This design comes from an exercise in tuning for small area, a short achievable clock period and few clock cycles per item on the open sky130 flow, not from production work. Power is estimated from default activity; no workload was simulated.

== the baseline ==
==> flow/design.v <==
module oncore_crc (
    input  wire        clk,
    input  wire        rst_n,        
    input  wire [1:0]  cmd,          
    input  wire [4:0]  cmd_order,    
    input  wire [15:0] cmd_poly,     
    input  wire [15:0] cmd_init,     
    input  wire [7:0]  cmd_data,     
    output wire        cmd_ready,
    output wire        res_valid,
    output wire [15:0] res
);
    localparam [1:0] CMD_START  = 2'd1;
    localparam [1:0] CMD_BYTE   = 2'd2;
    localparam [1:0] CMD_FINISH = 2'd3;
    reg [15:0] crc;          
    reg [15:0] poly;         
    reg [6:0]  q;            
    reg [3:0]  sh;           
    reg [7:0]  data;
    reg        data_v;
    reg [15:0] rsh;
    reg [3:0]  rcnt;         
    reg        rbusy;
    reg        fin_r;        
    wire rfree = !rbusy || (rcnt == 4'd0);
    wire rload = fin_r && rfree;
    assign cmd_ready = !fin_r || rfree;
    assign res_valid = rbusy && (rcnt == 4'd0);
    assign res       = rsh;
    wire       start  = (cmd == CMD_START);
    wire [3:0] sh_new = 4'd0 - cmd_order[3:0];
    wire [3:0] sel = ~cmd_order[3:0] & {4{~cmd_order[4]}};
    wire [15:0] init_z = cmd_order[4] ? cmd_init : {cmd_init[14:0], 1'b0};
    wire [15:0] poly_z = cmd_order[4] ? cmd_poly : {cmd_poly[14:0], 1'b0};
    wire [15:0] crc_init = init_z << sel;
    reg [7:0] qn;
    integer m, j;
    always @* begin
        qn = 8'd1;
        for (m = 1; m < 8; m = m + 1) begin
            qn[m] = 1'b0;
            for (j = 1; j <= m; j = j + 1)
                qn[m] = qn[m] ^ (poly[16-j] & qn[m-j]);
        end
    end
    wire [15:0] crc_next;
    oncore_crc_byte u_byte (.crc(crc), .data(data), .poly(poly), .q(q), .crc_next(crc_next));
    always @(posedge clk) begin
        data   <= cmd_data;
        data_v <= (cmd == CMD_BYTE);
        q      <= qn[7:1];
        crc <= ({16{start}} & crc_init) | ({16{data_v}} & crc_next)
             | ({16{!start && !data_v}} & crc);
        if (start) begin
            poly <= poly_z << sel;
            sh   <= sh_new;
        end
        rsh  <= rload ? crc : {1'b0, rsh[15:1]};
        rcnt <= rload ? sh : rcnt - 4'd1;
        if (!rst_n) begin
            rbusy <= 1'b0;
            fin_r <= 1'b0;
        end else begin
            rbusy <= rload || (rbusy && rcnt != 4'd0);
            fin_r <= (fin_r && !rfree) || (cmd == CMD_FINISH && cmd_ready);
        end
    end
endmodule
module oncore_crc_byte (
    input  wire [15:0] crc,
    input  wire [7:0]  data,
    input  wire [15:0] poly,
    input  wire [6:0]  q,
    output reg  [15:0] crc_next
);
    reg [7:0] d, fb;
    integer i, k;
    always @* begin
        for (i = 0; i < 8; i = i + 1)
            d[i] = crc[15-i] ^ data[7-i];
        for (i = 0; i < 8; i = i + 1) begin
            fb[i] = d[i];
            for (k = 0; k < i; k = k + 1)
                fb[i] = fb[i] ^ (q[i-k-1] & d[k]);
        end
        crc_next = crc << 8;
        for (k = 0; k < 8; k = k + 1)
            crc_next = crc_next ^ ({16{fb[k]}} & (poly << (7-k)));
    end
endmodule
export LEC_CHECK = 0
export CAP_MARGIN = 20
export CORE_MARGIN = 2
export CORE_UTILIZATION = 40
export SETUP_SLACK_MARGIN = 3
export SLEW_MARGIN = 20
create_clock -name core_clock -period 6.0 [get_ports {clk}]
standard.sh (not shown) runs the stock make flow with config.mk's settings and CLKGATE_MAP_FILE= SYNTH_SCRIPT=/design/flow/synth_recipe.tcl, a recipe that flattens the netlist after the stock synthesis.
==> flow/flow/run.sh <==
#!/bin/bash
# Standard layout, but the port buffers that global placement inserts use
# buf_2 instead of the slow clkdlybuf4s50_1 that buffer_ports picks by itself.
set -euo pipefail
export BUFFER_PORTS_ARGS="-buffer_cell sky130_fd_sc_hd__buf_2"
bash standard.sh > standard.log 2>&1
The inputs of the candidate differ from those of the baseline as listed below.
--- a/flow/design.v
+++ b/flow/design.v
@@ -17,5 +17,5 @@
     reg [15:0] poly;         
     reg [6:0]  q;            
-    reg [3:0]  sh;           
+    reg [3:0]  nlo;          
     reg [7:0]  data;
     reg        data_v;
@@ -30,9 +30,19 @@
     assign res       = rsh;
     wire       start  = (cmd == CMD_START);
-    wire [3:0] sh_new = 4'd0 - cmd_order[3:0];
-    wire [3:0] sel = ~cmd_order[3:0] & {4{~cmd_order[4]}};
-    wire [15:0] init_z = cmd_order[4] ? cmd_init : {cmd_init[14:0], 1'b0};
-    wire [15:0] poly_z = cmd_order[4] ? cmd_poly : {cmd_poly[14:0], 1'b0};
-    wire [15:0] crc_init = init_z << sel;
+    function [15:0] align;
+        input [15:0] x;
+        input [4:0]  n;
+        reg   [31:0] y;
+        begin
+            y = {x, 16'b0};
+            y = n[0] ? {1'b0, y[31:1]} : y;
+            y = n[1] ? {2'b0, y[31:2]} : y;
+            y = n[2] ? {4'b0, y[31:4]} : y;
+            y = n[3] ? {8'b0, y[31:8]} : y;
+            align = y[15:0] | (x & {16{n[4]}});
+        end
+    endfunction
+    wire [15:0] crc_init  = align(cmd_init, cmd_order);
+    wire [15:0] poly_init = align(cmd_poly, cmd_order);
     reg [7:0] qn;
     integer m, j;
@@ -54,9 +64,9 @@
              | ({16{!start && !data_v}} & crc);
         if (start) begin
-            poly <= poly_z << sel;
-            sh   <= sh_new;
+            poly <= poly_init;
+            nlo  <= cmd_order[3:0];
         end
         rsh  <= rload ? crc : {1'b0, rsh[15:1]};
-        rcnt <= rload ? sh : rcnt - 4'd1;
+        rcnt <= rload ? nlo : rcnt + 4'd1;
         if (!rst_n) begin
             rbusy <= 1'b0;
### Flow results
- The candidate finished every stage and its layout cleared the timing, DRC and antenna checks.
- Critical setup path kind: input port to flop -> the candidate, flop to flop -> the baseline
- | register-to-register slack | higher: the candidate |
- Of the two candidates, the baseline has the worse die area and the candidate the better one.
- Layout multi-input combinational cell count in the candidate is about 2.7% below the baseline.
- Delta (the candidate minus the baseline): worst hold slack has increased; maximum clock rate has increased; minimum setup slack in the final design has increased; combinational fraction of design power has decreased.
No run of this note included a check of the RTL's function; only the layout flow was run.

afterwards: timing with drivers on the ports:
No port has a modelled driver above. Below, the same layouts with a new extraction and two added sets of constraints. Step 1 sets driving cells, clkbuf_16 on the clock port and buf_2 on the other inputs (assumed; they add their load-dependent delay and slew). Step 2 times the ports against the registers' clock, not the clock port: input delays grow and output delays shrink by t, the midpoint of the rising clock arrivals with the driver on. Three values: no drivers, after step 1, after step 2; two values: the first two.
run	t (ns)	setup WS [ns]	worst setup path after step 2
the baseline	0.381	3.085 / 3.085 / 2.787	input to register
the candidate	0.382	3.093 / 3.099 / 2.717	input to register
After both steps every run listed still meets setup and hold. For the candidate, which loses most, drivers alone change the setup slack by +0.006 ns; drivers and shift together by -0.376 ns.
